Context: an optimization exercise on an open-source flow, tuned for small area. The choices shown serve that exercise and are no tape-out recipe. The RTL was checked by simulation tests, not by an equivalence proof against the original design. No activity file was given, so power comes from the tool's default toggle rates.

File: flow/design.v
module ost_desc_decode (
    input  wire [63:0] raw_lo,
    input  wire [63:0] raw_hi,
    input  wire        wide,
    output wire [63:0] base,
    output wire [19:0] limit,
    output wire [3:0]  dtype,
    output wire        s,
    output wire [1:0]  dpl,
    output wire        p,
    output wire        avl,
    output wire        l,
    output wire        db,
    output wire        g
);
    assign limit = {raw_lo[51:48], raw_lo[15:0]};
    assign base  = {(wide ? raw_hi[31:0] : 32'h0), raw_lo[63:56], raw_lo[39:32], raw_lo[31:16]};
    assign dtype = raw_lo[43:40];
    assign s     = raw_lo[44];
    assign dpl   = raw_lo[46:45];
    assign p     = raw_lo[47];
    assign avl   = raw_lo[52];
    assign l     = raw_lo[53];
    assign db    = raw_lo[54];
    assign g     = raw_lo[55];
endmodule
module ost_sel_decode (
    input  wire [15:0] sel,
    output wire [1:0]  rpl,
    output wire        ti,
    output wire [12:0] index
);
    assign rpl   = sel[1:0];
    assign ti    = sel[2];
    assign index = sel[15:3];
endmodule
module ost_ddmd (
    input  wire         clk,
    input  wire         rst,
    input  wire         req_valid,
    output wire         req_ready,
    input  wire [31:0]  req_op,
    input  wire [31:0]  req_in_len,
    input  wire [31:0]  req_out_cap,
    input  wire [95:0]  req_in,         
    output wire         resp_valid,
    input  wire         resp_ready,
    output wire [1:0]   resp_status,
    output wire [31:0]  resp_bytes,
    output wire [319:0] resp_out,       
    output wire         prim_valid,
    output wire [2:0]   prim_cmd,
    output wire [63:0]  prim_addr,
    output wire [63:0]  prim_wdata,
    input  wire         prim_ack,
    input  wire [63:0]  prim_rdata,
    input  wire [15:0]  prim_rlimit,
    input  wire         prim_fault,
    output wire         faulted
);
    localparam [3:0] S_IDLE   = 4'b0000;
    localparam [3:0] S_RESP   = 4'b0001;
    localparam [3:0] S_FAULT  = 4'b0010;
    localparam [3:0] S_SER    = 4'b0011;    
    localparam [3:0] S_RDMSR  = 4'b1000;
    localparam [3:0] S_WRMSR  = 4'b1001;
    localparam [3:0] S_RDSREG = 4'b1010;
    localparam [3:0] S_SGDT   = 4'b1011;
    localparam [3:0] S_MEMLO  = 4'b1100;
    localparam [3:0] S_MEMHI  = 4'b1101;
    reg [3:0]  state;
    reg [1:0]  st;         
    reg        q;          
    reg        m;          
    reg        res;        
    reg        hi_ok;      
    reg [15:0] sel;
    reg [63:0] pa_n;       
    reg [63:0] wd_n;       
    wire [63:0] pa = ~pa_n;
    wire [63:0] wd = ~wd_n;
    reg [5:0]  cnt;        
    reg        cy;         
    wire s_idle   = (state == S_IDLE);
    wire s_rdmsr  = (state == S_RDMSR);
    wire s_wrmsr  = (state == S_WRMSR);
    wire s_rdsreg = (state == S_RDSREG);
    wire s_sgdt   = (state == S_SGDT);
    wire s_ser    = (state == S_SER);
    wire s_memlo  = (state == S_MEMLO);
    wire s_memhi  = (state == S_MEMHI);
    wire s_resp   = (state == S_RESP);
    wire op_hi0   = (req_op[31:2] == 30'd0);
    wire op_rd    = op_hi0 & (req_op[1:0] == 2'd1);
    wire op_wr    = op_hi0 & (req_op[1:0] == 2'd2);
    wire op_qs    = op_hi0 & (req_op[1:0] == 2'd3);
    wire op_ok    = op_hi0 & (req_op[1:0] != 2'd0);
    wire len_hi0  = (req_in_len[31:4] == 28'd0);
    wire cap_hi0  = (req_out_cap[31:6] == 26'd0);
    wire small_rd = (len_hi0 & (req_in_len[3:0] < 4'd4)) | (cap_hi0 & (req_out_cap[5:0] < 6'd8));
    wire small_wr = (len_hi0 & (req_in_len[3:0] < 4'd12));
    wire small_qs = (len_hi0 & (req_in_len[3:0] < 4'd2)) | (cap_hi0 & (req_out_cap[5:0] < 6'd40));
    wire short_in = (op_rd & small_rd) | (op_wr & small_wr) | (op_qs & small_qs);
    wire bad_idx  = (req_in[15:3] != 13'd0) | (req_in[2] & req_in[1]);
    wire inv      = op_qs & ~short_in & bad_idx;
    wire go       = op_ok & ~short_in & ~inv;
    wire acc = s_idle & req_valid;
    wire ack      = prim_ack;
    wire sel_null = prim_rdata[2] | (prim_rdata[15:3] == 13'd0);
    wire narrow   = prim_rdata[44];
    wire [12:0] index  = sel[15:3];
    wire        r7     = (prim_rlimit[2:0] == 3'd7);
    wire [13:0] dsum   = {1'b0, prim_rlimit[15:3]} + {1'b0, ~index} + {13'd0, r7};
    wire        lo_in  = dsum[13];
    wire        hi_in  = dsum[13] & (dsum[12:0] != 13'd0);
    wire [63:0] off   = {48'd0, index, 3'b000};
    wire        opb   = res ? (cnt == 6'd3) : off[cnt];
    wire        s_bit = pa[0] ^ opb ^ cy;
    wire        s_cy  = (pa[0] & opb) | (pa[0] & cy) | (opb & cy);
    wire        last  = (cnt == 6'd63);
    always @(posedge clk) begin
        if (rst) begin
            state <= S_IDLE;
        end else begin
            case (state)
                S_IDLE: begin
                    if (req_valid) begin
                        if (!go)        state <= S_RESP;
                        else if (op_rd) state <= S_RDMSR;
                        else if (op_wr) state <= S_WRMSR;
                        else            state <= S_RDSREG;
                    end
                end
                S_RDMSR, S_WRMSR, S_MEMHI: begin
                    if (ack) state <= prim_fault ? S_FAULT : S_RESP;
                end
                S_RDSREG: begin
                    if (ack) state <= sel_null ? S_RESP : S_SGDT;
                end
                S_SGDT: begin
                    if (ack) state <= lo_in ? S_SER : S_RESP;
                end
                S_SER: begin
                    if (last) state <= res ? S_MEMHI : S_MEMLO;
                end
                S_MEMLO: begin
                    if (ack) begin
                        if (prim_fault)             state <= S_FAULT;
                        else if (!narrow && hi_ok)  state <= S_SER;
                        else                        state <= S_RESP;
                    end
                end
                S_RESP: begin
                    if (resp_ready) state <= S_IDLE;
                end
                S_FAULT: begin
                    state <= S_FAULT;
                end
                default: state <= S_IDLE;
            endcase
        end
    end
    always @(posedge clk) begin
        if (acc) begin
            st  <= {~op_ok | inv, ~op_ok | short_in};
            q   <= go & op_qs;
            m   <= go & op_rd;
        end
        if (acc)
            res <= 1'b0;
        else if (ack & s_memlo)
            res <= narrow | hi_ok;
        if (ack & s_sgdt)
            hi_ok <= hi_in;
        cnt <= s_ser ? cnt + 6'd1 : 6'd0;
        cy  <= s_ser & s_cy;
    end
    wire sel_ld = ack & (s_rdsreg | s_rdmsr);
    wire unres  = ack & ((s_rdsreg & sel_null) | (s_sgdt & ~lo_in));
    wire w_in   = acc;
    wire w_rd   = ack & (s_rdmsr | (s_memlo & (narrow | hi_ok)));
    wire w_lo   = ack & s_memlo & (narrow | hi_ok);
    wire w_msr  = ack & s_rdmsr;
    wire w_hold = ~(w_in | w_rd | unres | (ack & s_memlo));
    wire p_in   = acc;
    wire p_rd   = ack & ((s_sgdt & lo_in) | s_memhi);
    wire p_sh   = s_ser;
    wire p_hold = ~(p_in | p_rd | p_sh | unres | (ack & s_memlo & (narrow | ~hi_ok)));
    always @(posedge clk) begin
        sel <= ({16{sel_ld}} & prim_rdata[15:0]) | ({16{~sel_ld}} & sel);
        wd_n[15:0]  <= ~(({16{w_in}} & req_in[47:32]) | ({16{w_lo}} & prim_rdata[15:0]) |
                         ({16{w_msr}} & prim_rdata[47:32]) | ({16{w_hold}} & wd[15:0]));
        wd_n[63:16] <= ~(({48{w_in}} & req_in[95:48]) | ({48{w_rd}} & prim_rdata[63:16]) |
                         ({48{w_hold}} & wd[63:16]));
        pa_n[31:0]  <= ~(({32{p_in}} & req_in[31:0]) | ({32{p_rd}} & prim_rdata[31:0]) |
                         ({32{p_sh}} & pa[32:1]) | ({32{p_hold}} & pa[31:0]));
        pa_n[63:32] <= ~(({32{p_rd}} & prim_rdata[63:32]) | ({32{p_sh}} & {s_bit, pa[63:33]}) |
                         ({32{p_hold | p_in}} & pa[63:32]));
    end
    assign req_ready  = s_idle;
    assign resp_valid = s_resp;
    assign faulted    = (state == S_FAULT);
    assign prim_valid = state[3];
    assign prim_cmd   = state[2] ? 3'd4 : {1'b0, state[1:0]};
    assign prim_addr  = pa;
    assign prim_wdata = wd;
    assign resp_status = st;
    assign resp_bytes  = {26'd0, q, 1'b0, q | m, 3'd0};
    wire [63:0] dec_base;
    wire [19:0] dec_limit;
    wire [3:0]  dec_type;
    wire        dec_s, dec_p, dec_avl, dec_l, dec_db, dec_g;
    wire [1:0]  dec_dpl;
    ost_desc_decode u_dec (
        .raw_lo (wd),
        .raw_hi (pa),
        .wide   (1'b1),       
        .base   (dec_base),
        .limit  (dec_limit),
        .dtype  (dec_type),
        .s      (dec_s),
        .dpl    (dec_dpl),
        .p      (dec_p),
        .avl    (dec_avl),
        .l      (dec_l),
        .db     (dec_db),
        .g      (dec_g)
    );
    wire wide = res & ~wd[44];
    assign resp_out[15:0]   = sel;
    assign resp_out[16]     = q ? res  : wd[16];
    assign resp_out[23:17]  = q ? 7'd0 : wd[23:17];
    assign resp_out[24]     = q ? wide : wd[24];
    assign resp_out[31:25]  = q ? 7'd0 : wd[31:25];
    assign resp_out[47:32]  = wd[15:0];
    assign resp_out[51:48]  = wd[51:48];
    assign resp_out[63:52]  = q ? 12'd0 : wd[63:52];
    assign resp_out[127:64]  = dec_base;
    assign resp_out[135:128] = {4'd0, dec_type};
    assign resp_out[143:136] = {7'd0, dec_s};
    assign resp_out[151:144] = {6'd0, dec_dpl};
    assign resp_out[159:152] = {7'd0, dec_p};
    assign resp_out[167:160] = {7'd0, dec_avl};
    assign resp_out[175:168] = {7'd0, dec_l};
    assign resp_out[183:176] = {7'd0, dec_db};
    assign resp_out[191:184] = {7'd0, dec_g};
    assign resp_out[255:192] = wd;
    assign resp_out[319:256] = pa;
    wire [1:0]  sel_rpl;
    wire        sel_ti;
    wire [12:0] sel_index;
    ost_sel_decode u_sel (
        .sel   (sel),
        .rpl   (sel_rpl),
        .ti    (sel_ti),
        .index (sel_index)
    );
endmodule
File: flow/config.mk
export PLATFORM = sky130hd
export DESIGN_NAME = ost_ddmd
export DESIGN_NICKNAME = ost_ddmd
export VERILOG_FILES = /design/flow/design.v
export SDC_FILE = /design/flow/constraint.sdc
export NUM_CORES = 4
export LEC_CHECK = 0
export CAP_MARGIN = 10
export CORE_AREA = 5 5 265 265
export CTS_BUF_LIST = sky130_fd_sc_hd__clkbuf_8
export CTS_CLUSTER_DIAMETER = 100
export CTS_CLUSTER_SIZE = 30
export DIE_AREA = 0 0 270 270
export SLEW_MARGIN = 10
File: flow/constraint.sdc
create_clock -name core_clock -period 10.0 [get_ports {clk}]
set_input_delay 2.0000 -clock core_clock [delete_from_list [all_inputs] [get_ports {clk}]]
set_output_delay 2.0000 -clock core_clock [all_outputs]
set_load 0.01 [all_outputs]
File: flow/standard.sh
#!/bin/bash
# synth_recipe.tcl (not shown) runs the flow's synth.tcl, then flattens the netlist and writes it again
# the make line also repeats each setting of config.mk as NAME=value (left out here)
make -C /OpenROAD-flow-scripts/flow DESIGN_CONFIG=/design/flow/config.mk WORK_HOME=/design/flow/orfs CLKGATE_MAP_FILE= SYNTH_SCRIPT=/design/flow/synth_recipe.tcl "${@:-finish}"
File: flow/flow/run.sh
#!/bin/bash
# Standard ORFS layout (the standard.sh, standard synthesis unchanged),
# with the port buffers that buffer_ports inserts taken as the smallest
# buffer cell instead of the default delay buffer, and a clock tree with
# larger leaf clusters.
set -euo pipefail
export BUFFER_PORTS_ARGS="-buffer_cell sky130_fd_sc_hd__buf_1"
export CTS_ARGS="-sink_clustering_enable -repair_clock_nets -buf_list sky130_fd_sc_hd__clkbuf_8 -sink_clustering_size 30 -sink_clustering_max_diameter 100 -sink_buffer_max_cap_derate 0.5"
bash standard.sh > standard_flow.log 2>&1
==> results.py, run 1 <==
metrics = {
    "timing": {
        "fin_crit_ns": 4.79,
        "layout_setup_ws_ns": 5.21,
        "period_share": 0.479,
        "setup_violations": 0,
        "maxSlewHeadroom": 0.253,
        "rsz0062_at_grt": "no",
        "hold_viol": 0,
        "fmax_mhz": 209,
        "fin_skew_ns": 0.0204,
        "finalSetupTns_ns": 0,
        "maxSlewViolCount": 0,
        "tightest_slew_ns": 1.12,
    },
    "setup_path": {
        "cp_num_buf_inv": 1,
        "slowest_stage": "a2111oi_2",
        "r2r-end": "hi_ok",
        "r2r_slack_ns": 6.42,
        "path_cells": "buf_1, nor4_1, and4_1, o311ai_0, a2111oi_2, a21oi_1, a311oi_1",
        "crit_fanout": 3,
        "cp-end-kind": "flop",
        "startpoint_type": "primary input",
        "cp.arrival_ns": 5.24,
        "crit_required_ns": 10.45,
        "path_class": "primary input to flop",
        "slowest_delay_ns": 0.91,
        "rr_worst_depth": 9,
        "crit_family": "compound AO/OA/AOI/OAI gates",
    },
    "routing": {
        "first_iter_violations": 1193,
        "drc_errors": 0,
        "firstDrtPassIters": 9,
        "routed_via_density": 4.25,
        "totalWireLength_mm": 58.7,
        "vias": 10700,
        "antenna_left": 0,
        "wl_per_cell_um": 23.4,
    },
    "global_route": {
        "grt_pass1_vias": 10200,
        "grt_busiest_layer": "met2",
        "met3_usage": 0.0460,
        "grt_pass1_wl_mm": 79.9,
        "grtUsageMet2": 0.247,
        "grtUsageTotal": 0.153,
        "grt_max_degree": 66,
        "grt_overflow": 0,
        "gr-usage-met1": 0.199,
        "antenna_found_initial": 12,
    },
    "clock_network": {
        "cts_resized": 0,
        "clockBufferDepth": 2,
        "path_clk_slew_ns": 0.11,
        "post_cts_buffers": 0,
        "cts_buffers": 17,
        "clockRootBuffer": "clkbuf_8",
        "cts_tree": "yes",
        "cts_hold_buf": 0,
        "h-tree-depth": 4,
        "cts.sinks": 161,
        "clk_latency_ns": 0.54,
    },
    "floorplan": {
        "fp.dieW_um": 270,
        "die_h_um": 270,
        "initial_core_util": 0.152,
        "fp-row-count": 95,
        "core_um2": 67200,
        "die_area_um2": 72900,
        "io_pins": 767,
    },
    "run": {
        "max-cap-violations": 0,
    },
    "final_layout": {
        "final_common_cell": "buf_1",
        "mostFrequentLayoutCells": "680 x buf_1, 150 x inv_1, 140 x dfxtp_1",
        "final_nets": 1909,
        "drive_above_1_share": 0.0405,
        "area_growth_pct": 18.5,
    },
    "placement": {
        "dp_hpwl_mm": 47.8,
        "place_ws_ns": 4.47,
        "gp_congestion": 0.893,
        "io_buffers": 680,
    },
    "synth": {
        "synth_top_area_frac": 0.275,
        "ys_warn_count": 1,
        "syn_area_um2": 10200,
        "ys_ff_latch": 161,
        "async_flop_share": 0,
        "synth.distinct_cells": 69,
        "yosysTopAreaCell": "dfxtp_1",
        "synth_area_leaders": "dfxtp_1 27%, buf_4 23%, a222oi_1 6.3%, edfxtp_1 6.2%, inv_1 5.5%",
        "synth-edff-count": 21,
        "ys.flop_type": "dfxtp_1",
        "seq_area_frac_synth": 0.337,
        "avgSynthCellArea_um2": 8.52,
        "synthCells": 1198,
    },
    "power_and_ir_drop": {
        "ir_worst_vdd_uv": 71.9,
        "p_per_area_nw_per_um2": 170,
        "power.leakage_nw": 4.75,
    },
    "hold_path": {
        "hold_start": "cnt[5]",
        "hold_depth": 2,
        "holdPathEnd": "cnt[5]",
        "hold_path_class": "flop to flop",
    },
    "outcome": {
        "outcome": "complete, no violations",
    },
}
-- state kept, by name, summed over array words and instances, names as in the netlist, named ones only --
| name | flops |
|---|---|
| pa_n | 64 |
| wd_n | 64 |
| cnt | 6 |
| state | 4 |
| st | 2 |
| cy | 1 |
| hi_ok | 1 |
| m | 1 |
| q | 1 |
| res | 1 |
-- metal layers --
metal | up-vias | part of all wire
li1 | 4720 | -
met1 | 5190 | 0.42
met2 | 701 | 0.47
met3 | 56 | 0.095
met4 | 6 | 0.019
met5 | - | 0.00080
-- cells by family (layout without fill, tap and decap cells) --
kind of cell	after synthesis	count (layout)	share of synthesized area
xor+xnor	8	8	0.00687
other cells	1	91	0.000368
buf+inv	528	877	0.313
compound gates	293	293	0.220
fa+ha+maj	16	16	0.0218
mux	7	7	0.0107
flops	161	161	0.337
simple gates	184	184	0.0900
-- synth_stat cells (3+ instances only) --
library cell and n:
and3_1 5, nor2_1 49, a21boi_0 18, nand3b_1 4, a2111oi_0 3, a21oi_1 22
o21bai_1 3, a21o_1 3, nor4_1 28, o211ai_1 3, buf_2 14, o21a_1 3
mux2i_1 3, nor3_1 13, o21ai_0 17, mux4_2 3, nand3_1 7, fa_1 3
ha_1 13, edfxtp_1 21, nand2b_1 5, inv_1 150, clkbuf_1 42, buf_4 315
xor2_1 6, dfxtp_1 140, nor2b_1 4, buf_1 4, o221ai_1 32, a31oi_1 65
and2_1 6, nand2_1 46, o22ai_1 34, a222oi_1 64, a211oi_1 5, or3_1 3
nand4_1 4
-- worst reg2reg max path: stages (launching register included) --
cell and delay, ns:
edfxtp_1 0.37, inv_1 0.10, fa_1 0.51, fa_1 0.43
a21o_1 0.19, a2111oi_0 0.85, o21ai_0 0.24, a21oi_1 0.23
mux2i_1 0.26, a41oi_1 0.14
-- stage by stage --
| stage | cell area [um2] | utilization | std cells | power [mW] | hold slack, ns |
|---|---|---|---|---|---|
| detailed placement | 11700 | 0.174 | 2469 | 1.52 | 0.504 |
| finish | 12100 | 0.180 | 2510 | 2.05 | 0.518 |
| global route | 12100 | 0.180 | 2504 | 2.18 | 0.558 |
| floorplan | 10500 | - | 1279 | 1.38 | 0.471 |
| global placement | 11700 | 0.174 | 2469 | 1.51 | 0.488 |
| CTS | 12100 | 0.180 | 2501 | 2.10 | 0.519 |
-- power by group --
| group | switching (mW) | total (mW) | internal (mW) |
|---|---|---|---|
| Clock | 0.325 | 0.555 | 0.230 |
| Combinational | 0.506 | 0.714 | 0.208 |
| Sequential | 0.0501 | 0.784 | 0.734 |
-- final cells by class --
| type | instances | area (um2) |
|---|---|---|
| timing repair buffer | 694 | 2660 |
| antenna | 9 | 22.5 |
| inverter | 151 | 569 |
| multi-input combinational | 590 | 3900 |
| sequential | 161 | 3430 |
| fill | 7732 | 55100 |
| tap | 873 | 1090 |
| clock buffer | 17 | 234 |
| clock inverter | 15 | 173 |
-- how the worst max path moves through the flow --
stage | start | endpoint | cells past startpoint
3_5_place_dp | req_in[5] | state[1] | 7
2_1_floorplan | prim_rlimit[2] | hi_ok | 9
4_1_cts | req_in[5] | state[1] | 7
3_3_place_gp | req_in[5] | state[1] | 7
5_1_grt | req_in[5] | state[1] | 7
6_report | req_in[5] | state[1] | 7
==> inputs of run 2 (changes only) <==
==> flow/flow/run.sh (replaced) <==
#!/bin/bash
# Standard ORFS layout (the standard.sh, standard synthesis unchanged),
# with the port buffers that buffer_ports inserts taken as the smallest
# buffer cell instead of the default delay buffer, and a clock tree with
# larger leaf clusters.
set -euo pipefail
export BUFFER_PORTS_ARGS="-buffer_cell sky130_fd_sc_hd__buf_1"
export CTS_ARGS="-sink_clustering_enable -repair_clock_nets -buf_list sky130_fd_sc_hd__clkbuf_8 -sink_clustering_size 40 -sink_clustering_max_diameter 200 -dont_use_dummy_load"
bash standard.sh > standard_flow.log 2>&1
==> results.py, run 2 <==
metrics = {
    "synth": {
        "synthCells": 1198,
        "synth-compound-area-share": 0.220,
        "synth_mux_area_frac": 0.0107,
        "ys_ff_latch": 161,
        "synth_common_cells": "315 x buf_4, 150 x inv_1, 140 x dfxtp_1, 65 x a31oi_1, 64 x a222oi_1",
        "ys_warn_count": 1,
        "avgSynthCellArea_um2": 8.52,
        "synth_area_leaders": "dfxtp_1 27%, buf_4 23%, a222oi_1 6.3%, edfxtp_1 6.2%, inv_1 5.5%",
        "synth_top_family_by_area": "buffers and inverters",
        "synthXorXnorAreaFrac": 0.00687,
        "synth.distinct_cells": 69,
        "ys.flop_type": "dfxtp_1",
        "seq_area_frac_synth": 0.337,
        "synth-simple-area-share": 0.0900,
        "yosysTopAreaCell": "dfxtp_1",
        "synth.most_common_cell": "buf_4",
        "syn_area_um2": 10200,
        "async_flop_share": 0,
        "synth-edff-count": 21,
        "synthAdderAreaFrac": 0.0218,
        "synth_top_area_frac": 0.275,
    },
    "power_and_ir_drop": {
        "p_per_area_nw_per_um2": 161,
        "swShare": 0.429,
        "sequentialPowerShare": 0.410,
        "ir_worst_vdd_uv": 71.9,
        "p_int_mw": 1.09,
        "pwr-share-clk": 0.217,
        "power_mw": 1.91,
        "netSwitchingPower_mw": 0.820,
        "pwr-share-comb": 0.373,
        "power.leakage_nw": 4.66,
    },
    "timing": {
        "maxSlewHeadroom": 0.237,
        "setup_violations": 0,
        "tightest_slew_ns": 1.14,
        "finalSetupTns_ns": 0,
        "fmax_mhz": 205,
        "rsz0062_at_grt": "no",
        "fin_skew_ns": 0.0317,
        "hold_viol": 0,
        "period_share": 0.487,
        "fin_crit_ns": 4.87,
        "fin_hold_ws_ns": 0.518,
        "layout_setup_ws_ns": 5.13,
        "maxSlewViolCount": 0,
    },
    "placement": {
        "place_ws_ns": 4.47,
        "dp_hpwl_mm": 47.8,
        "dp.cells": 2469,
        "io_buffers": 680,
        "gp_congestion": 0.893,
        "placed_area_um2": 11700,
    },
    "setup_path": {
        "path_class": "primary input to flop",
        "startpoint_type": "primary input",
        "slowest_stage": "a2111oi_2",
        "crit_required_ns": 10.44,
        "cp_num_buf_inv": 1,
        "crit_fanout": 3,
        "path_cells": "buf_1, nor4_1, and4_1, o311ai_0, a2111oi_2, a21oi_1, a311oi_1",
        "slowest_delay_ns": 0.89,
        "crit_family": "compound AO/OA/AOI/OAI gates",
        "cp.arrival_ns": 5.31,
        "cp-end-kind": "flop",
    },
    "final_layout": {
        "drive_above_1_share": 0.0316,
        "mostFrequentLayoutCells": "680 x buf_1, 150 x inv_1, 140 x dfxtp_1",
        "largestRegisters": "pa_n x64, wd_n x64, cnt x6",
        "final_nets": 1909,
        "final_area_um2": 11900,
        "final_core_util": 0.177,
        "area_growth_pct": 16.8,
        "fin_cells": 2496,
        "nFillCells": 7743,
        "final_common_cell": "buf_1",
    },
    "global_route": {
        "grt_overflow": 0,
        "grtUsageTotal": 0.153,
        "antenna_found_initial": 12,
        "grt_pass1_vias": 10200,
        "grt_pass1_wl_mm": 79.8,
        "grt_max_degree": 66,
    },
    "clock_network": {
        "cts_resized": 0,
        "post_cts_buffers": 0,
        "h-tree-depth": 4,
        "cts_hold_buf": 0,
        "clockBufferDepth": 2,
        "cts.sinks": 161,
        "cts_buffers": 17,
        "clk_latency_ns": 0.53,
        "path_clk_slew_ns": 0.09,
        "cts_tree": "yes",
        "clockRootBuffer": "clkbuf_8",
    },
    "routing": {
        "drc_errors": 0,
        "totalWireLength_mm": 58.5,
        "vias": 10600,
        "antenna_left": 0,
        "firstDrtPassIters": 8,
        "wl_per_cell_um": 23.4,
        "routed_via_density": 4.24,
        "first_iter_violations": 1249,
    },
    "hold_path": {
        "hold_path_class": "flop to flop",
    },
    "floorplan": {
        "core_um2": 67200,
        "fp-row-count": 95,
        "die_area_um2": 72900,
        "io_pins": 767,
        "fp.dieW_um": 270,
        "initial_core_util": 0.152,
        "die_h_um": 270,
    },
    "run": {
        "max-cap-violations": 0,
    },
    "outcome": {
        "outcome": "complete, no violations",
    },
}
-- run 2: worst min-delay path, cell delays in order, from the launching register on --
cell and delay, ns:
dfxtp_1 0.34, o21ai_0 0.08, a21oi_1 0.06
-- run 2: cells by family (layout without fill, tap and decap cells) --
logic type      Yosys count  count (layout)
other cells               1              92
simple gates            184             184
xor+xnor                  8               8
buf+inv                 528             862
mux                       7               7
compound gates          293             293
fa+ha+maj                16              16
flops                   161             161
-- run 2: worst paths after layout --
path,start,endpoint,slack [ns],cells past startpoint
max,req_in[5],state[1],5.13,7
min,cnt[5],cnt[5],0.52,2
max reg2reg,flop,hi_ok,6.43,9
min reg2reg,cnt[5],cnt[5],0.52,2
-- run 2: area by class of cell --
class                   count  area [um2]  share of cell area
diodes                     10        25.0             0.00210
well taps                 873        1090              0.0917
flip-flops and latches    161        3430               0.288
inverters                 151         569              0.0478
clock buffers              17         234              0.0196
repair buffers            694        2660               0.223
multi-input cells         590        3900               0.328
-- run 2: power by group through the flow --
stage	combinational, mW	clock [mW]	sequential, mW
2_1_floorplan	0.598	0	0.777
3_3_place_gp	0.715	0	0.797
3_5_place_dp	0.717	0	0.799
4_1_cts	0.719	0.451	0.783
5_1_grt	0.778	0.465	0.793
6_report	0.714	0.415	0.784
-- run 2: metal layers --
metal / part of all wire / global-route usage / vias up
li1: - / - / 4704
met1: 0.42 / 0.199 / 5119
met2: 0.47 / 0.247 / 713
met3: 0.092 / 0.0459 / 53
met4: 0.020 / 0.0425 / 6
met5: 0.00080 / 0 / -
==> inputs of run 3 (changes only) <==
==> flow/flow/run.sh (replaced) <==
#!/bin/bash
# Standard ORFS layout (the standard.sh, standard synthesis unchanged),
# with the port buffers that buffer_ports inserts taken as the smallest
# buffer cell instead of the default delay buffer, pins one track apart,
# and a clock tree without dummy loads.
set -euo pipefail
export BUFFER_PORTS_ARGS="-buffer_cell sky130_fd_sc_hd__buf_1"
export PLACE_PINS_ARGS="-min_distance 1 -min_distance_in_tracks"
export CTS_ARGS="-sink_clustering_enable -repair_clock_nets -buf_list sky130_fd_sc_hd__clkbuf_8 -sink_clustering_size 40 -sink_clustering_max_diameter 200 -dont_use_dummy_load"
bash standard.sh > standard_flow.log 2>&1
==> flow/config.mk (replaced) <==
export PLATFORM = sky130hd
export DESIGN_NAME = ost_ddmd
export DESIGN_NICKNAME = ost_ddmd
export VERILOG_FILES = /design/flow/design.v
export SDC_FILE = /design/flow/constraint.sdc
export NUM_CORES = 4
export LEC_CHECK = 0
export CAP_MARGIN = 10
export CORE_AREA = 5 5 165 165
export DIE_AREA = 0 0 170 170
export SLEW_MARGIN = 10
==> results.py, run 3 <==
metrics = {
    "outcome": {
        "outcome": "complete, no violations",
    },
    "global_route": {
        "grt_max_degree": 65,
        "grtUsageTotal": 0.249,
        "met3_usage": 0.0613,
        "grt_busiest_layer": "met2",
        "grt_pass1_wl_mm": 56.2,
        "grt_pass1_vias": 10000,
        "grt_overflow": 0,
        "gr-usage-met1": 0.297,
        "antenna_found_initial": 0,
        "grtUsageMet2": 0.415,
    },
    "synth": {
        "synthCells": 1198,
        "syn_area_um2": 10200,
        "synth.distinct_cells": 69,
        "synth_area_leaders": "dfxtp_1 27%, buf_4 23%, a222oi_1 6.3%, edfxtp_1 6.2%, inv_1 5.5%",
        "synth_common_cells": "315 x buf_4, 150 x inv_1, 140 x dfxtp_1, 65 x a31oi_1, 64 x a222oi_1",
        "yosysTopAreaCell": "dfxtp_1",
        "ys.flop_type": "dfxtp_1",
        "async_flop_share": 0,
        "synth_top_area_frac": 0.275,
        "avgSynthCellArea_um2": 8.52,
        "synth.most_common_cell": "buf_4",
        "synth-edff-count": 21,
        "seq_area_frac_synth": 0.337,
        "ys_ff_latch": 161,
        "ys_warn_count": 1,
    },
    "power_and_ir_drop": {
        "power.leakage_nw": 4.65,
        "pwr-share-clk": 0.203,
        "swShare": 0.392,
        "sequentialPowerShare": 0.434,
        "p_per_area_nw_per_um2": 161,
        "p_int_mw": 1.09,
        "ir_worst_vdd_uv": 57.1,
        "netSwitchingPower_mw": 0.703,
        "pwr-share-comb": 0.363,
    },
    "clock_network": {
        "cts.sinks": 161,
        "cts_resized": 0,
        "cts_hold_buf": 0,
        "cts_tree": "yes",
        "path_clk_slew_ns": 0.08,
        "cts_buffers": 17,
        "h-tree-depth": 4,
        "clockRootBuffer": "clkbuf_8",
        "post_cts_buffers": 0,
        "clk_latency_ns": 0.46,
        "clockBufferDepth": 2,
    },
    "setup_path": {
        "rr_worst_depth": 7,
        "cp.arrival_ns": 5.09,
        "cp.depth": 10,
        "path_cells": "buf_1, and3_1, fa_1, a211oi_2, o21ai_1, a2111o_1, a41oi_4, a211oi_4, buf_4, a222oi_1",
        "slowest_stage": "a211oi_4",
        "path_class": "primary input to flop",
        "crit_required_ns": 10.27,
        "cp_num_buf_inv": 2,
        "r2r_start": "state[0]",
        "r2r-end": "wd_n[61]",
        "startpoint_type": "primary input",
        "crit_fanout": 42,
        "slowest_delay_ns": 0.96,
        "r2r_slack_ns": 5.95,
        "crit_family": "compound AO/OA/AOI/OAI gates",
        "cp-end-kind": "flop",
    },
    "floorplan": {
        "core_um2": 25200,
        "fp-row-count": 58,
        "initial_core_util": 0.405,
        "die_area_um2": 28900,
        "io_pins": 767,
        "fp.dieW_um": 170,
        "die_h_um": 170,
    },
    "routing": {
        "totalWireLength_mm": 39.7,
        "antenna_left": 0,
        "wl_per_cell_um": 20.4,
        "routed_via_density": 5.41,
        "drc_errors": 0,
        "first_iter_violations": 979,
        "firstDrtPassIters": 10,
        "vias": 10500,
    },
    "placement": {
        "dp_hpwl_mm": 31.4,
        "place_ws_ns": 4.74,
        "gp_congestion": 0.984,
        "io_buffers": 680,
    },
    "timing": {
        "setup_violations": 0,
        "period_share": 0.481,
        "fmax_mhz": 208,
        "tightest_slew_ns": 1.11,
        "fin_skew_ns": 0.0254,
        "layout_setup_ws_ns": 5.19,
        "rsz0062_at_grt": "no",
        "fin_crit_ns": 4.81,
        "maxSlewViolCount": 0,
        "hold_viol": 0,
        "maxSlewHeadroom": 0.257,
        "finalSetupTns_ns": 0,
    },
    "final_layout": {
        "mostFrequentLayoutCells": "680 x buf_1, 150 x inv_1, 140 x dfxtp_1",
        "final_common_cell": "buf_1",
        "final_core_util": 0.444,
        "regArea_um2": 3430,
        "multiInputGateArea_um2": 3890,
        "final_nets": 1907,
        "largestRegisters": "pa_n x64, wd_n x64, cnt x6",
        "antennaDiodeCount": 0,
        "area_growth_pct": 9.65,
        "nFillCells": 2638,
        "drive_above_1_share": 0.0292,
    },
    "hold_path": {
        "hold_path_class": "flop to flop",
        "hold_depth": 2,
        "hold_start": "cnt[5]",
        "holdPathEnd": "cnt[5]",
    },
    "run": {
        "max-cap-violations": 0,
    },
}
-- run 3: cell counts after synthesis --
Identical to the previous run, type by type.
-- run 3: per-stage QoR --
step	cells	power [mW]	cell area [um2]	hold WS, ns
2_1_floorplan	1279	1.38	10500	0.471
3_3_place_gp	1924	1.43	11000	0.490
4_1_cts	1941	1.80	11200	0.517
3_5_place_dp	1924	1.44	11000	0.504
5_1_grt	1941	1.90	11200	0.553
6_report	1941	1.80	11200	0.512
-- run 3: power by group through the flow --
stage	clock (mW)	sequential (mW)	combinational, mW
after floorplan	0	0.777	0.598
after global placement	0	0.792	0.641
after detailed placement	0	0.793	0.645
after CTS	0.379	0.778	0.647
after global routing	0.403	0.788	0.707
final	0.365	0.779	0.651
-- run 3: routing by layer --
| layer | wire (um) | vias to the layer above | part of all wire |
|---|---|---|---|
| li1 | - | 4692 | - |
| met1 | 14900 | 5024 | 0.38 |
| met2 | 19300 | 678 | 0.49 |
| met3 | 3620 | 111 | 0.091 |
| met4 | 1860 | 0 | 0.047 |
| met5 | 0 | - | 0 |
-- run 3: cells by family (layout without fill, tap and decap cells) --
logic type,count (synthesis),in the layout,synth area share
buffers and inverters,528,860,0.313
adder cells (fa/ha/maj),16,16,0.0218
flip-flops,161,161,0.337
other,1,82,0.000368
XOR/XNOR,8,8,0.00687
AO/OA/AOI/OAI,293,293,0.220
AND/OR/NAND/NOR,184,184,0.0900
multiplexers,7,7,0.0107
-- run 3: tightest hold or removal path: stages (launching register included) --
cell	delay, ns
dfxtp_1	0.33
o21ai_0	0.08
a21oi_1	0.06
-- run 3: how the worst max path moves through the flow --
stage | start | to | slack, ns
6_report | prim_rlimit[2] | wd_n[61] | 5.19
5_1_grt | prim_rlimit[2] | hi_ok | 5.01
4_1_cts | prim_rlimit[2] | hi_ok | 5.23
3_5_place_dp | prim_rlimit[11] | wd_n[62] | 4.74
2_1_floorplan | prim_rlimit[2] | hi_ok | 5.31
3_3_place_gp | prim_rlimit[8] | wd_n[57] | 4.73
-- run 3: final cells by class --
class                   count  area share
inverters                 151      0.0508
flip-flops and latches    161       0.307
multi-input cells         590       0.348
repair buffers            692       0.236
well taps                 330      0.0369
clock buffers              17      0.0209
==> inputs of run 4 (changes only) <==
==> flow/flow/run.sh (replaced) <==
#!/bin/bash
# Standard ORFS layout (the standard.sh, standard synthesis unchanged),
# with these changes:
#  - buffer_ports uses the smallest buffer cell for the port buffers;
#  - the constant outputs share the synthesized tie cell instead of getting
#    one tie cell each (SKIP_REPAIR_TIE_FANOUT);
#  - the clock tree uses clkbuf_8 and no dummy loads.
set -euo pipefail
export BUFFER_PORTS_ARGS="-buffer_cell sky130_fd_sc_hd__buf_1"
export SKIP_REPAIR_TIE_FANOUT=1
export CTS_ARGS="-sink_clustering_enable -repair_clock_nets -buf_list sky130_fd_sc_hd__clkbuf_8 -sink_clustering_size 40 -sink_clustering_max_diameter 200 -dont_use_dummy_load"
bash standard.sh > standard_flow.log 2>&1
--- a/flow/config.mk
+++ b/flow/config.mk
@@ -6,6 +6,9 @@
 export NUM_CORES = 4
 export LEC_CHECK = 0
 export CAP_MARGIN = 10
-export CORE_AREA = 5 5 165 165
-export DIE_AREA = 0 0 170 170
+export CORE_AREA = 5 5 265 265
+export CTS_BUF_LIST = sky130_fd_sc_hd__clkbuf_8
+export CTS_CLUSTER_DIAMETER = 100
+export CTS_CLUSTER_SIZE = 30
+export DIE_AREA = 0 0 270 270
 export SLEW_MARGIN = 10
==> results.py, run 4 <==
metrics = {
    "outcome": {
        "outcome": "complete, no violations",
    },
    "setup_path": {
        "startpoint_type": "primary input",
        "cp-end-kind": "flop",
        "path_cells": "buf_1, nand2_1, nor3_2, nand2_1, nor2_2, or2_2, buf_4, a222oi_1",
        "slowest_delay_ns": 0.88,
        "cp_common_cell": "nand2_1",
        "r2r-end": "wd_n[25]",
        "startpoint": "prim_ack",
        "r2r_start": "state[3]",
        "r2r_slack_ns": 5.86,
        "crit_fanout": 30,
        "cp.arrival_ns": 5.29,
        "rr_worst_depth": 7,
        "slowest_stage": "nor2_2",
        "crit_required_ns": 10.34,
        "path_class": "primary input to flop",
    },
    "routing": {
        "vias": 10400,
        "routed_via_density": 4.29,
        "drc_errors": 0,
        "totalWireLength_mm": 58.2,
        "firstDrtPassIters": 10,
        "antenna_left": 0,
        "wl_per_cell_um": 24.1,
        "first_iter_violations": 1069,
    },
    "final_layout": {
        "final_nets": 1827,
        "drive_above_1_share": 0.0327,
        "area_growth_pct": 13.7,
        "mostFrequentLayoutCells": "680 x buf_1, 150 x inv_1, 140 x dfxtp_1",
        "largestRegisters": "pa_n x64, wd_n x64, cnt x6",
        "final_common_cell": "buf_1",
    },
    "clock_network": {
        "cts.sinks": 161,
        "clk_latency_ns": 0.55,
        "path_clk_slew_ns": 0.09,
        "cts_buffers": 17,
        "h-tree-depth": 4,
        "cts_resized": 0,
        "cts_tree": "yes",
        "clockBufferDepth": 2,
        "post_cts_buffers": 0,
        "clockRootBuffer": "clkbuf_8",
        "cts_hold_buf": 0,
    },
    "power_and_ir_drop": {
        "power.leakage_nw": 4.40,
        "ir_worst_vdd_uv": 78.8,
        "p_per_area_nw_per_um2": 164,
    },
    "run": {
        "max-cap-violations": 0,
    },
    "floorplan": {
        "io_pins": 767,
        "die_area_um2": 72900,
        "die_h_um": 270,
        "fp.dieW_um": 270,
        "initial_core_util": 0.152,
        "fp-row-count": 95,
        "core_um2": 67200,
    },
    "synth": {
        "synth_top_area_frac": 0.275,
        "seq_area_frac_synth": 0.337,
        "ys_ff_latch": 161,
        "synth-compound-area-share": 0.220,
        "synth-edff-count": 21,
        "synth_common_cells": "315 x buf_4, 150 x inv_1, 140 x dfxtp_1, 65 x a31oi_1, 64 x a222oi_1",
        "synthXorXnorAreaFrac": 0.00687,
        "synth_area_leaders": "dfxtp_1 27%, buf_4 23%, a222oi_1 6.3%, edfxtp_1 6.2%, inv_1 5.5%",
        "synth_top_family_by_area": "buffers and inverters",
        "syn_area_um2": 10200,
        "synth.most_common_cell": "buf_4",
        "ys_warn_count": 1,
        "synth-simple-area-share": 0.0900,
        "synth_mux_area_frac": 0.0107,
        "synthAdderAreaFrac": 0.0218,
        "async_flop_share": 0,
        "avgSynthCellArea_um2": 8.52,
        "synth.distinct_cells": 69,
        "ys.flop_type": "dfxtp_1",
        "yosysTopAreaCell": "dfxtp_1",
        "synthCells": 1198,
    },
    "global_route": {
        "grt_pass1_vias": 9908,
        "grtUsageTotal": 0.152,
        "grt_max_degree": 83,
        "grt_pass1_wl_mm": 78.8,
        "antenna_found_initial": 19,
        "grt_overflow": 0,
    },
    "timing": {
        "maxSlewHeadroom": 0.263,
        "maxSlewViolCount": 0,
        "setup_violations": 0,
        "fmax_mhz": 202,
        "fin_crit_ns": 4.95,
        "hold_viol": 0,
        "period_share": 0.495,
        "layout_setup_ws_ns": 5.05,
        "rsz0062_at_grt": "no",
        "fin_hold_ws_ns": 0.511,
        "fin_skew_ns": 0.0478,
        "finalSetupTns_ns": 0,
        "tightest_slew_ns": 1.10,
    },
    "placement": {
        "gp_congestion": 0.912,
        "place_ws_ns": 4.46,
        "io_buffers": 680,
        "dp_hpwl_mm": 47.0,
    },
    "hold_path": {
        "holdPathEnd": "cnt[5]",
        "hold_start": "cnt[5]",
        "hold_path_class": "flop to flop",
        "hold_depth": 2,
    },
}
==> run 4: logic make-up (layout without fill, tap and decap cells) <==
family,Yosys count,after routing
AO/OA/AOI/OAI,293,293
buffers and inverters,528,861
AND/OR/NAND/NOR,184,184
multiplexers,7,7
other,1,9
XOR/XNOR,8,8
flip-flops,161,161
adder cells (fa/ha/maj),16,16
==> run 4: worst max-delay path by stage <==
stage	end	slack (ns)	depth (start not counted)
after floorplan	hi_ok	5.31	9
after global placement	wd_n[57]	4.43	8
after detailed placement	wd_n[25]	4.46	8
after CTS	wd_n[25]	5.06	8
after global routing	wd_n[18]	4.83	8
final	wd_n[25]	5.05	8
==> run 4: power by group <==
| part | internal [mW] | leakage, nW | switching (mW) |
|---|---|---|---|
| sequential | 0.734 | 1.35 | 0.0495 |
| clock | 0.150 | 0.122 | 0.264 |
| combinational | 0.208 | 2.92 | 0.499 |
| total | 1.09 | 4.40 | 0.813 |
==> run 4: layout make-up <==
class | count | area, um2
antenna | 8 | 20.0
sequential | 161 | 3430
timing repair buffer | 693 | 2650
tap | 873 | 1090
multi-input combinational | 509 | 3600
inverter | 151 | 569
clock buffer | 17 | 234
fill | 7703 | 55600
==> run 4: worst max-delay path, delay by kind of cell <==
| kind | cells | cell delay, ns |
|---|---|---|
| simple gates | 5 | 2.39 |
| compound gates | 1 | 0.16 |
| buf+inv | 2 | 0.67 |
==> run 4: layer usage <==
metal,GRT usage,vias up,share of wire,routed length (um)
met5,0,-,0.00058,34
met4,0.0478,6,0.024,1400
met3,0.0432,71,0.087,5080
met2,0.246,709,0.47,27100
met1,0.195,4950,0.42,24600
li1,-,4622,-,-
==> run 4: stage by stage <==
| step | instances | power (mW) | util | instance area [um2] |
|---|---|---|---|---|
| 2_1_floorplan | 1198 | 1.38 | - | 10200 |
| 3_3_place_gp | 2387 | 1.51 | 0.169 | 11300 |
| 3_5_place_dp | 2387 | 1.51 | 0.169 | 11300 |
| 4_1_cts | 2404 | 1.95 | 0.172 | 11600 |
| 5_1_grt | 2410 | 2.02 | 0.173 | 11600 |
| 6_report | 2412 | 1.91 | 0.173 | 11600 |
==> inputs of run 5 (changes only) <==
--- a/flow/design.v
+++ b/flow/design.v
@@ -75,9 +75,8 @@
     reg        res;        
     reg        hi_ok;      
     reg [15:0] sel;
-    reg [63:0] pa_n;       
+    reg [63:0] pa;         
     reg [63:0] wd_n;       
-    wire [63:0] pa = ~pa_n;
     wire [63:0] wd = ~wd_n;
     reg [5:0]  cnt;        
     reg        cy;         
@@ -192,10 +191,10 @@
                          ({16{w_msr}} & prim_rdata[47:32]) | ({16{w_hold}} & wd[15:0]));
         wd_n[63:16] <= ~(({48{w_in}} & req_in[95:48]) | ({48{w_rd}} & prim_rdata[63:16]) |
                          ({48{w_hold}} & wd[63:16]));
-        pa_n[31:0]  <= ~(({32{p_in}} & req_in[31:0]) | ({32{p_rd}} & prim_rdata[31:0]) |
-                         ({32{p_sh}} & pa[32:1]) | ({32{p_hold}} & pa[31:0]));
-        pa_n[63:32] <= ~(({32{p_rd}} & prim_rdata[63:32]) | ({32{p_sh}} & {s_bit, pa[63:33]}) |
-                         ({32{p_hold | p_in}} & pa[63:32]));
+        pa[31:0]  <= ({32{p_in}} & req_in[31:0]) | ({32{p_rd}} & prim_rdata[31:0]) |
+                     ({32{p_sh}} & pa[32:1]) | ({32{p_hold}} & pa[31:0]);
+        pa[63:32] <= ({32{p_rd}} & prim_rdata[63:32]) | ({32{p_sh}} & {s_bit, pa[63:33]}) |
+                     ({32{p_hold | p_in}} & pa[63:32]);
     end
     assign req_ready  = s_idle;
     assign resp_valid = s_resp;
==> results.py, run 5 <==
metrics = {
    "synth": {
        "ys_warn_count": 1,
        "synth-edff-count": 21,
        "seq_area_frac_synth": 0.341,
        "ys.flop_type": "dfxtp_1",
        "synth.most_common_cell": "buf_4",
        "yosysTopAreaCell": "dfxtp_1",
        "async_flop_share": 0,
        "synth_top_area_frac": 0.278,
        "synth_area_leaders": "dfxtp_1 28%, buf_4 23%, a221o_1 6.4%, a222oi_1 6.4%, edfxtp_1 6.3%",
        "synth.distinct_cells": 59,
        "synthCells": 1107,
        "syn_area_um2": 10100,
        "synth_common_cells": "315 x buf_4, 140 x dfxtp_1, 87 x inv_1, 64 x a221o_1, 64 x a222oi_1",
        "avgSynthCellArea_um2": 9.10,
        "ys_ff_latch": 161,
    },
    "clock_network": {
        "cts_buffers": 17,
        "path_clk_slew_ns": 0.09,
        "cts_hold_buf": 0,
        "post_cts_buffers": 0,
        "clockRootBuffer": "clkbuf_8",
        "cts_tree": "yes",
        "cts_resized": 0,
        "cts.sinks": 161,
        "h-tree-depth": 4,
        "clockBufferDepth": 2,
        "clk_latency_ns": 0.54,
    },
    "routing": {
        "drc_errors": 0,
        "totalWireLength_mm": 51.1,
        "first_iter_violations": 1002,
        "firstDrtPassIters": 7,
        "wl_per_cell_um": 22.1,
        "antenna_left": 0,
        "routed_via_density": 4.24,
        "vias": 9830,
    },
    "setup_path": {
        "crit_fanout": 38,
        "cp-end-kind": "flop",
        "crit_required_ns": 10.47,
        "crit_end": "pa[32]",
        "startpoint": "prim_rlimit[12]",
        "r2r_start": "state[2]",
        "path_class": "primary input to flop",
        "cp.arrival_ns": 5.23,
        "startpoint_type": "primary input",
        "rr_worst_depth": 7,
        "r2r-end": "pa[39]",
        "r2r_slack_ns": 6.36,
    },
    "global_route": {
        "grtUsageTotal": 0.132,
        "antenna_found_initial": 7,
        "grt_pass1_wl_mm": 69.9,
        "grt_max_degree": 83,
        "grt_overflow": 0,
        "grt_pass1_vias": 9523,
    },
    "final_layout": {
        "nFillCells": 7634,
        "area_growth_pct": 13.9,
        "multiInputGateArea_um2": 3740,
        "mostFrequentLayoutCells": "680 x buf_1, 140 x dfxtp_1, 87 x inv_1",
        "regArea_um2": 3430,
        "final_area_um2": 11500,
        "final_common_cell": "buf_1",
        "largestRegisters": "pa x64, wd_n x64, cnt x6",
        "final_nets": 1739,
        "drive_above_1_share": 0.0326,
    },
    "outcome": {
        "outcome": "complete, no violations",
    },
    "timing": {
        "fin_skew_ns": 0.0412,
        "rsz0062_at_grt": "no",
        "period_share": 0.476,
        "setup_violations": 0,
        "layout_setup_ws_ns": 5.24,
        "maxSlewViolCount": 0,
        "maxSlewHeadroom": 0.303,
        "fmax_mhz": 210,
        "finalSetupTns_ns": 0,
        "tightest_slew_ns": 1.04,
        "hold_viol": 0,
        "fin_crit_ns": 4.76,
    },
    "placement": {
        "gp_congestion": 0.944,
        "placed_area_um2": 11200,
        "dp_hpwl_mm": 40.4,
        "place_ws_ns": 4.71,
        "io_buffers": 680,
    },
    "power_and_ir_drop": {
        "ir_worst_vdd_uv": 73.4,
        "p_per_area_nw_per_um2": 147,
        "power_mw": 1.69,
        "power.leakage_nw": 4.05,
    },
    "floorplan": {
        "die_h_um": 270,
        "fp-row-count": 95,
        "die_area_um2": 72900,
        "io_pins": 767,
        "fp.dieW_um": 270,
        "core_um2": 67200,
        "initial_core_util": 0.150,
    },
    "run": {
        "max-cap-violations": 0,
    },
    "hold_path": {
        "hold_path_class": "flop to flop",
    },
}
run 5: changes by cell type in the layout (fill, tap and decap cells not counted), moves of 6 or more:
| cell | previous run | this run |
|---|---|---|
| a221o_1 | 0 | 64 |
| inv_1 | 150 | 87 |
| a31oi_1 | 65 | 4 |
| o221ai_1 | 32 | 0 |
| o22ai_1 | 34 | 2 |
| a22o_1 | 1 | 32 |
| and2_1 | 6 | 34 |
| nand2_1 | 46 | 18 |
| a21o_1 | 3 | 9 |
| diode_2 | 8 | 2 |
| nand3_1 | 7 | 13 |
run 5: worst min path at each step:
| stage | startpoint | to | slack, ns | cells after the start |
|---|---|---|---|---|
| final | wd_n[11] | wd_n[11] | 0.50 | 2 |
| after global routing | wd_n[6] | wd_n[6] | 0.55 | 2 |
| after CTS | wd_n[11] | wd_n[11] | 0.51 | 2 |
| after detailed placement | cnt[5] | cnt[5] | 0.50 | 2 |
| after global placement | cnt[5] | cnt[5] | 0.49 | 2 |
| after floorplan | cnt[5] | cnt[5] | 0.47 | 2 |
run 5: power breakdown:
group | switching (mW) | leakage (nW) | internal, mW
registers | 0.0484 | 1.35 | 0.713
clock network | 0.254 | 0.122 | 0.150
logic | 0.360 | 2.58 | 0.164
total | 0.663 | 4.05 | 1.03
run 5: critical path: stages:
cell,delay [ns]
buf_1,0.08
ha_1,0.44
nand4_1,0.17
or3_1,0.36
o22ai_1,0.29
o21ai_1,0.16
a21oi_4,0.84
buf_4,0.57
a221o_1,0.24
run 5: stage by stage:
stage | hold slack, ns | instances | utilization
2_1_floorplan | 0.471 | 1107 | -
3_3_place_gp | 0.487 | 2299 | 0.167
3_5_place_dp | 0.498 | 2299 | 0.167
4_1_cts | 0.511 | 2316 | 0.171
5_1_grt | 0.546 | 2317 | 0.171
6_report | 0.504 | 2318 | 0.171
run 5: cell type report:
type / instances / share of cell area
multi-input cells: 485 / 0.326
diodes: 2 / 0.000436
repair buffers: 693 / 0.231
flip-flops and latches: 161 / 0.299
inverters: 87 / 0.0284
clock buffers: 17 / 0.0204
well taps: 873 / 0.0952
run 5: kinds of logic (layout without fill, tap and decap cells):
family          after synthesis  after routing  share of synthesized area
compound gates              267            267                      0.227
xor+xnor                      6              6                    0.00521
fa+ha+maj                    16             16                     0.0221
buf+inv                     461            797                      0.295
flops                       161            161                      0.341
mux                           8              8                     0.0118
other cells                   1              3                   0.000372
simple gates                187            187                     0.0982
run 5: metal layers:
metal  part of all wire  wire length (um)  global-route usage
met4              0.035              1790              0.0574
met5            0.00068                35                   0
met3              0.078              3970              0.0394
met1               0.43             22200               0.167
met2               0.45             23100               0.209
==> inputs of run 6 (changes only) <==
==> flow/config.mk (replaced) <==
export PLATFORM = sky130hd
export DESIGN_NAME = ost_ddmd
export DESIGN_NICKNAME = ost_ddmd
export VERILOG_FILES = /design/flow/design.v
export SDC_FILE = /design/flow/constraint.sdc
export NUM_CORES = 4
export LEC_CHECK = 0
export CAP_MARGIN = 0
export CORE_AREA = 5 5 265 265
export DIE_AREA = 0 0 270 270
export SLEW_MARGIN = 0
==> results.py, run 6 <==
metrics = {
    "routing": {
        "totalWireLength_mm": 51.1,
        "wl_per_cell_um": 22.1,
        "vias": 9830,
        "antenna_left": 0,
        "first_iter_violations": 1002,
        "drc_errors": 0,
        "firstDrtPassIters": 7,
        "routed_via_density": 4.24,
    },
    "floorplan": {
        "fp-row-count": 95,
        "die_h_um": 270,
        "initial_core_util": 0.150,
        "io_pins": 767,
        "core_um2": 67200,
        "die_area_um2": 72900,
        "fp.dieW_um": 270,
    },
    "synth": {
        "seq_area_frac_synth": 0.341,
        "avgSynthCellArea_um2": 9.10,
        "ys_ff_latch": 161,
        "syn_area_um2": 10100,
        "synth_area_leaders": "dfxtp_1 28%, buf_4 23%, a221o_1 6.4%, a222oi_1 6.4%, edfxtp_1 6.3%",
        "synth.most_common_cell": "buf_4",
        "synthCells": 1107,
        "synth.distinct_cells": 59,
        "ys_warn_count": 1,
        "yosysTopAreaCell": "dfxtp_1",
        "synth_top_area_frac": 0.278,
        "synth-edff-count": 21,
        "synth_common_cells": "315 x buf_4, 140 x dfxtp_1, 87 x inv_1, 64 x a221o_1, 64 x a222oi_1",
        "async_flop_share": 0,
        "ys.flop_type": "dfxtp_1",
    },
    "run": {
        "max-cap-violations": 0,
    },
    "global_route": {
        "grt_pass1_wl_mm": 69.9,
        "grt_max_degree": 83,
        "grt_pass1_vias": 9523,
        "antenna_found_initial": 7,
        "grt_overflow": 0,
        "grtUsageTotal": 0.132,
    },
    "setup_path": {
        "startpoint_type": "primary input",
        "cp.arrival_ns": 5.23,
        "slowest_delay_ns": 0.84,
        "path_cells": "buf_1, ha_1, nand4_1, or3_1, o22ai_1, o21ai_1, a21oi_4, buf_4, a221o_1",
        "slowest_stage": "a21oi_4",
        "cp-end-kind": "flop",
        "cp_num_buf_inv": 2,
        "crit_required_ns": 10.47,
        "crit_family": "compound AO/OA/AOI/OAI gates",
        "crit_fanout": 38,
        "path_class": "primary input to flop",
    },
    "power_and_ir_drop": {
        "power_mw": 1.69,
        "ir_worst_vdd_uv": 73.4,
        "p_per_area_nw_per_um2": 147,
        "power.leakage_nw": 4.05,
    },
    "outcome": {
        "outcome": "complete, no violations",
    },
    "timing": {
        "fin_skew_ns": 0.0412,
        "setup_violations": 0,
        "fmax_mhz": 210,
        "maxSlewViolCount": 0,
        "maxSlewHeadroom": 0.303,
        "rsz0062_at_grt": "no",
        "tightest_slew_ns": 1.04,
        "fin_crit_ns": 4.76,
        "finalSetupTns_ns": 0,
        "hold_viol": 0,
        "period_share": 0.476,
    },
    "final_layout": {
        "area_growth_pct": 13.9,
        "final_nets": 1739,
        "nFillCells": 7634,
        "mostFrequentLayoutCells": "680 x buf_1, 140 x dfxtp_1, 87 x inv_1",
        "final_common_cell": "buf_1",
        "largestRegisters": "pa x64, wd_n x64, cnt x6",
        "drive_above_1_share": 0.0326,
    },
    "clock_network": {
        "clk_latency_ns": 0.54,
        "cts_resized": 0,
        "h-tree-depth": 4,
        "cts.sinks": 161,
        "post_cts_buffers": 0,
        "clockRootBuffer": "clkbuf_8",
        "path_clk_slew_ns": 0.09,
        "cts_hold_buf": 0,
        "cts_buffers": 17,
        "cts_tree": "yes",
        "clockBufferDepth": 2,
    },
    "placement": {
        "io_buffers": 680,
        "gp_congestion": 0.944,
        "dp_hpwl_mm": 40.4,
    },
    "hold_path": {
        "hold_path_class": "flop to flop",
    },
}
## run 6: final cells by class
cell class | instances | area (um2) | share of cell area
multi-input cells | 485 | 3740 | 0.326
flip-flops and latches | 161 | 3430 | 0.299
repair buffers | 693 | 2650 | 0.231
well taps | 873 | 1090 | 0.0952
inverters | 87 | 327 | 0.0284
clock buffers | 17 | 234 | 0.0204
diodes | 2 | 5.00 | 0.000436
## run 6: power breakdown
part	internal [mW]	total [mW]	switching (mW)
clock network	0.150	0.404	0.254
logic	0.164	0.525	0.360
registers	0.713	0.761	0.0484
## run 6: metal layers
layer  vias to the layer above  wire (um)  GRT usage
li1                       4384          -          -
met1                      4700      22200      0.167
met2                       644      23100      0.209
met3                        96       3970     0.0394
met4                         6       1790     0.0574
met5                         -         35          0
## run 6: logic make-up (layout without fill, tap and decap cells)
kind of cell | after synthesis | count (layout) | synth area share
fa+ha+maj | 16 | 16 | 0.0221
xor+xnor | 6 | 6 | 0.00521
flops | 161 | 161 | 0.341
simple gates | 187 | 187 | 0.0982
mux | 8 | 8 | 0.0118
other cells | 1 | 3 | 0.000372
compound gates | 267 | 267 | 0.227
buf+inv | 461 | 797 | 0.295
## run 6: tightest hold or removal path: cells and delay by family (launching register included)
kind	cells	cell delay, ns
flops	1	0.30
compound gates	1	0.08
buf+inv	1	0.08
## run 6: stage by stage
step                      setup slack, ns  area [um2]  hold WS (ns)  instances  utilization
after detailed placement             4.71       11200         0.498       2299        0.167
after floorplan                      5.29       10100         0.471       1107            -
after global placement               4.72       11200         0.487       2299        0.167
after global routing                 5.13       11500         0.546       2317        0.171
final                                5.24       11500         0.504       2318        0.171
after CTS                            5.34       11500         0.511       2316        0.171
## run 6: worst paths after layout
| path | cells after the start | slack [ns] | start | endpoint |
|---|---|---|---|---|
| worst max register to register | 7 | 6.36 | state[2] | pa[39] |
| worst min register to register | 2 | 0.50 | wd_n[11] | wd_n[11] |
| worst min-delay path | 2 | 0.50 | wd_n[11] | wd_n[11] |
| worst max-delay path | 9 | 5.24 | prim_rlimit[12] | pa[32] |

[separate check: timing with driven ports]
No port has a modelled driver above. Below, the same layouts with a new extraction and two added sets of constraints. Step 1, drivers: a clkbuf_16 drives clk and a buf_2 each remaining input, both assumed. Step 2 moves the port delays by t, midway between the first and last clock arrival at a register: inputs arrive t later, outputs are due t later. That takes back most of the time a late clock gives input paths. a / b / c = no drivers / after step 1 / after step 2; a / b = the first two.
| run | t, ns | slack for setup (ns) | worst register clock-pin slew, ns |
|---|---|---|---|
| run 1 | 0.585 | 5.213 / 5.243 / 4.657 | 0.12 / 0.12 |
| run 2 | 0.572 | 5.133 / 5.162 / 4.591 | 0.11 / 0.11 |
| run 3 | 0.491 | 5.188 / 5.206 / 4.715 | 0.09 / 0.09 |
| run 4 | 0.577 | 5.052 / 5.043 / 4.466 | 0.11 / 0.11 |
| run 5 | 0.568 | 5.239 / 5.255 / 4.687 | 0.11 / 0.11 |
| run 6 | 0.568 | 5.239 / 5.255 / 4.687 | 0.11 / 0.11 |
After both steps every run listed still meets setup and hold. The setup slack of run 4, which loses most, moves by -0.009 ns with the drivers and by -0.586 ns with both steps.
